What follows belongs to an exercise in optimizing a design on an open flow for small area; a production flow would make more cautious choices.
Function was checked by simulation only, so behaviour that the tests miss may differ from the original.

## v6
Design mix_core, start of the top module:
module mix_core (
    input  wire        clk,
    input  wire        rst,
    output wire        mem_req,
    output wire        mem_we,
    output wire [11:0] mem_addr,
    output wire [30:0] mem_wdata,
    input  wire        mem_ack,
    input  wire [30:0] mem_rdata,
    output wire        halted,
    output wire [2:0]  fault_kind,
    output wire [13:0] fault_operand,
    output reg  [11:0] pc,
    output reg         ov,
    output wire [30:0] rA,
    output wire [30:0] rX,
    output wire [12:0] rI1,
    output wire [12:0] rI2,
    output wire [12:0] rI3,
    output wire [12:0] rI4,
    output wire [12:0] rI5,
    output wire [12:0] rI6
);
Size: roughly 620 cells after synthesis, ~250 I/O pins.
export LEC_CHECK = 0
export ABC_AREA = 1
export CAP_MARGIN = 5
export CORE_MARGIN = 2
export CORE_UTILIZATION = 55
export PLACE_DENSITY = 0.7
export SLEW_MARGIN = 5
create_clock -name core_clock -period 10.0 [get_ports {clk}]
standard.sh (not shown) runs the stock make flow with config.mk's settings and CLKGATE_MAP_FILE= SYNTH_SCRIPT=/design/flow/synth_recipe.tcl, a recipe that flattens the netlist after the stock synthesis.
==> flow/flow/run.sh <==
#!/bin/bash
# Standard layout, with three changes: the combinational logic of the
# standard synthesis re-mapped by ABC with an area script (registers kept
# as the standard synthesis made them; eight seeds, the smallest kept), the
# smallest buffer on the ports, and a clock tree of small buffers.
set -euo pipefail
export BUFFER_PORTS_ARGS="-buffer_cell sky130_fd_sc_hd__buf_1"
export CTS_ARGS="-sink_clustering_enable -repair_clock_nets -dont_use_dummy_load -buf_list sky130_fd_sc_hd__clkbuf_4 -root_buf sky130_fd_sc_hd__clkbuf_4 -sink_clustering_buffer sky130_fd_sc_hd__clkbuf_4 -sink_clustering_size 9 -sink_clustering_max_diameter 45"
YOSYS=${YOSYS_EXE:-$(command -v yosys || echo "$FLOW_HOME/../tools/install/yosys/bin/yosys")}
R=orfs/results/$FLOW_PLATFORM/mix_core/base

bash standard.sh synth > standard_synth.log 2>&1
cp "$R/1_2_yosys.v" standard.v
cp "$FLOW_HOME/platforms/$FLOW_PLATFORM/lib/sky130_fd_sc_hd__tt_025C_1v80.lib" lib.lib
# two batches of four, so that each run gets a CPU of its own
for batch in "0 1 2 3" "4 5 6 7"; do
  for s in $batch; do
    sed "s/SEED/$s/" flow/remap.abc > remap_$s.abc
    sed "s#flow/remap.abc#remap_$s.abc#; s#remapped.v#remapped_$s.v#" flow/remap.ys > remap_$s.ys
    "$YOSYS" -s remap_$s.ys > remap_$s.log 2>&1 &
  done
  wait
done
# a re-mapped netlist much smaller than the standard one would mean lost logic
std=$(grep "Chip area" orfs/reports/$FLOW_PLATFORM/mix_core/base/synth_stat.txt | tail -1 | awk '{print $NF}')
best=""; besta=""
for s in 0 1 2 3 4 5 6 7; do
  a=$( (grep "Chip area" remap_$s.log || true) | tail -1 | awk '{print $NF}')
  echo "seed $s area $a" >> remap_pick.log
  if [[ -n "$a" ]] && awk "BEGIN{exit !($a > 0.8 * $std)}" && { [[ -z "$besta" ]] || awk "BEGIN{exit !($a < $besta)}"; }; then best=$s; besta=$a; fi
done
echo "picked seed $best area $besta" >> remap_pick.log
rm -f lib.lib
[[ -n "$best" ]] || { echo "no usable re-mapped netlist" >> remap_pick.log; exit 1; }
cp remapped_$best.v "$R/1_2_yosys.v"
bash standard.sh finish > standard_finish.log 2>&1
Other scripts of this flow, unchanged in this note and not shown: flow/flow/remap.abc, flow/flow/remap.ys
v6 reached the end of the flow, and the finished layout is clean on the timing, design-rule and antenna checks.
What v7 does differently from v6 at the input level:
--- a/flow/design.v
+++ b/flow/design.v
@@ -23,25 +23,27 @@
 );
     localparam [4:0] S_CLEAR = 5'b00000;   
     localparam [4:0] S_COPY  = 5'b00001;   
     localparam [4:0] S_FETCH = 5'b00010;   
     localparam [4:0] S_INC   = 5'b00011;   
     localparam [4:0] S_EA    = 5'b00100;   
     localparam [4:0] S_READ  = 5'b00101;   
     localparam [4:0] S_EXEC  = 5'b00110;   
     localparam [4:0] S_NEG   = 5'b00111;   
     localparam [4:0] S_WRITE = 5'b01000;   
     localparam [4:0] S_FOP2  = 5'b10010;   
-    localparam [4:0] S_FOP3  = 5'b10011;
-    localparam [4:0] S_FOP4  = 5'b10100;
+    localparam [4:0] S_FOP3  = 5'b10011;   
+    localparam [4:0] S_FOP4  = 5'b10100;   
+    localparam [4:0] S_FOP3K = 5'b10111;   
     localparam [4:0] S_HALT1 = 5'b11001;   
+    localparam [4:0] S_HALT3 = 5'b11011;
     reg [4:0]  st;
     reg [2:0]  bj;      
     reg [3:0]  byc;     
     reg [29:0] a_m;  reg a_s;
     reg [29:0] x_m;  reg x_s;
     reg [11:0] i1_m, i2_m, i3_m, i4_m, i5_m, i6_m;
     reg        i1_s, i2_s, i3_s, i4_s, i5_s, i6_s;
     reg [29:0] wb_m; reg wb_s;    
     reg [13:0] fo;                
     reg [11:0] ir;                
     reg        f_a, f_c;          
@@ -97,23 +99,22 @@
     wire is_ld   = (c[5:3] == 3'b001) | (c[5:3] == 3'b010);
     wire is_ldn  = c[4];
     wire is_st   = (c[5:3] == 3'b011) | (c[5:1] == 5'b10000);
     wire known   = is_ar | is_ld | is_st;
     wire st_zero = c[5];
     wire [2:0] dsel = c[2:0] & {3{~is_ar}};
     wire half    = (dsel != 3'd0) & (dsel != 3'd7);
     wire st_half = is_st & ((half & ~st_zero) | (c == 6'd32));
     wire [2:0] fs = lz ? 3'd1 : fl;
     wire [2:0] fk = (lz & (fr == 3'd0)) ? 3'd0 : (fr - fs + 3'd1);
     wire k_big    = fk[2] | (fk[1] & fk[0]);
-    wire f_bad_ir = (fr[2] & fr[1]) | (fl > fr);
     reg lt_d, lt_e, lt_dw;
     always @(*) begin
         case (fr)
             3'd0: begin lt_d = lt5; lt_dw = half ? lt7 : lt10; end
             3'd1: begin lt_d = lt4; lt_dw = half ? lt6 : lt9;  end
             3'd2: begin lt_d = lt3; lt_dw = half ? lt5 : lt8;  end
             3'd3: begin lt_d = lt2; lt_dw = half ? lt4 : lt7;  end
             3'd4: begin lt_d = lt1; lt_dw = half ? lt3 : lt6;  end
             default: begin lt_d = 1'b0; lt_dw = half ? lt2 : lt5; end
         endcase
         case (fl)
@@ -165,50 +166,51 @@
     wire en_x   = s_clear | (ex_en & (dsel == 3'd7));
     wire en_i1  = s_clear | (ie_en & (idx == 3'd1));
     wire en_i2  = s_clear | (ie_en & (idx == 3'd2));
     wire en_i3  = s_clear | (ie_en & (idx == 3'd3));
     wire en_i4  = s_clear | (ie_en & (idx == 3'd4));
     wire en_i5  = s_clear | (ie_en & (idx == 3'd5));
     wire en_i6  = s_clear | (ie_en & (idx == 3'd6));
     wire ld_sign = lz & (mem_rdata[30] ^ is_ldn);
     wire ad_sign = (diff & ~f_c) ? sb : ((f_a | (f_c & ~diff)) ? sa : 1'b0);
     wire kbit = (p0 & fk[0]) | (p1 & fk[1]) | (p2 & fk[2]);
     wire fop_b = lt1 &
-                 ((st[2:0] == 3'd2) ? wb_m[12] :
-                  st[2] ? wb_m[0] :
-                  f_bad_ir ? wb_m[6] : kbit);
+                 (~st[1] ? wb_m[0] :
+                  st[2] ? kbit :
+                  st[0] ? wb_m[6] : wb_m[12]);
     wire r_ibad = (mem_rdata[17:15] != 3'd0) | (&mem_rdata[14:12]);
     wire r_fbad = (mem_rdata[8] & mem_rdata[7]) | (mem_rdata[11:9] > mem_rdata[8:6]);
     wire ex5      = s_exec & lt5;
     wire wb_en_hi = s_ea ? lt2 : (ex5 | s_fop);
     wire wb_en_lo = ex5 | s_fop;
     wire wb_in    = s_ea ? wb_m[18] :
                     ((s_exec & is_st & ~lt_d & lt_e) ? (~st_zero & src_b) : wb_m[0]);
     wire rd_ack   = s_read & mem_ack;
     reg [4:0] st_n;
     always @(*) begin
         st_n = st;
         case (st)
             S_CLEAR: if (end60) st_n = S_COPY;
             S_COPY:  if (end14) st_n = S_FETCH;
             S_FETCH: if (fo_bad) st_n = S_HALT1;
                      else if (mem_ack) st_n = r_ibad ? S_FOP2 : (r_fbad ? S_FOP3 : S_INC);
-            S_INC:   if (end14) st_n = ~known ? S_FOP4 : ((st_half & k_big) ? S_FOP3 : S_EA);
+            S_INC:   if (end14) st_n = ~known ? S_FOP4 : ((st_half & k_big) ? S_FOP3K : S_EA);
             S_EA:    if (end14) st_n = S_READ;
             S_READ:  if (fo_bad) st_n = S_HALT1;
                      else if (mem_ack) st_n = S_EXEC;
             S_EXEC:  if (end60) st_n = is_st ? S_WRITE :
                                       ((is_ar & diff & ~f_c) ? S_NEG : S_COPY);
             S_NEG:   if (end60) st_n = S_COPY;
             S_WRITE: if (mem_ack) st_n = S_COPY;
             S_FOP2, S_FOP3, S_FOP4: if (end14) st_n = st | 5'b01000;
+            S_FOP3K: if (end14) st_n = S_HALT3;
             default: st_n = st;
         endcase
     end
     wire chg = mem_ack | (end14 & (s_copy | s_inc | s_fop | s_ea)) |
                (end60 & (s_clear | s_exec | s_neg));
     always @(posedge clk) begin
         if (rst) begin
             st  <= S_CLEAR;
             bj  <= 3'd0;
             byc <= 4'd0;
         end else begin
==> results.txt <==
v7 finished all stages; the layout is clean. Taking v6 as the reference point, the number of well taps of v7 falls by 11%. Comparing v6 and v7, the higher total routing usage reported by global routing is on v6. Setup slack ended up 520 ps higher on v7 than on v6. Compared with v6, v7 shows a lower detailed-routing wirelength on met1. Changes observed in v7 relative to v6: tightest slew margin relative to the limit decreased by 2.0 points relative to the old numbers; aggregate routed wire length has decreased; critical path depth +1; wire length of the first global-routing pass now smaller.

static timing again, ports no longer ideal:
The flow's constraints put no driver on any port. The routed layouts listed below were extracted and timed again, unchanged, in two steps. Step 1, drivers: a clkbuf_16 drives clk and a buf_2 each remaining input, both assumed. Step 2 moves the port delays by t, midway between the first and last clock arrival at a register: inputs arrive t later, outputs are due t later. That takes back most of the time a late clock gives input paths. a / b / c = no drivers / after step 1 / after step 2; a / b = the first two.
| run | t, ns | setup WS [ns] | worst register clock-pin slew, ns |
|---|---|---|---|
| v6 | 0.661 | 4.888 / 4.850 / 5.032 | 0.10 / 0.10 |
| v7 | 0.673 | 5.411 / 5.375 / 4.758 | 0.11 / 0.11 |
After both steps setup and hold are still met in every run listed. The setup slack of v7, which loses most, moves by -0.036 ns with the drivers and by -0.653 ns with both steps.
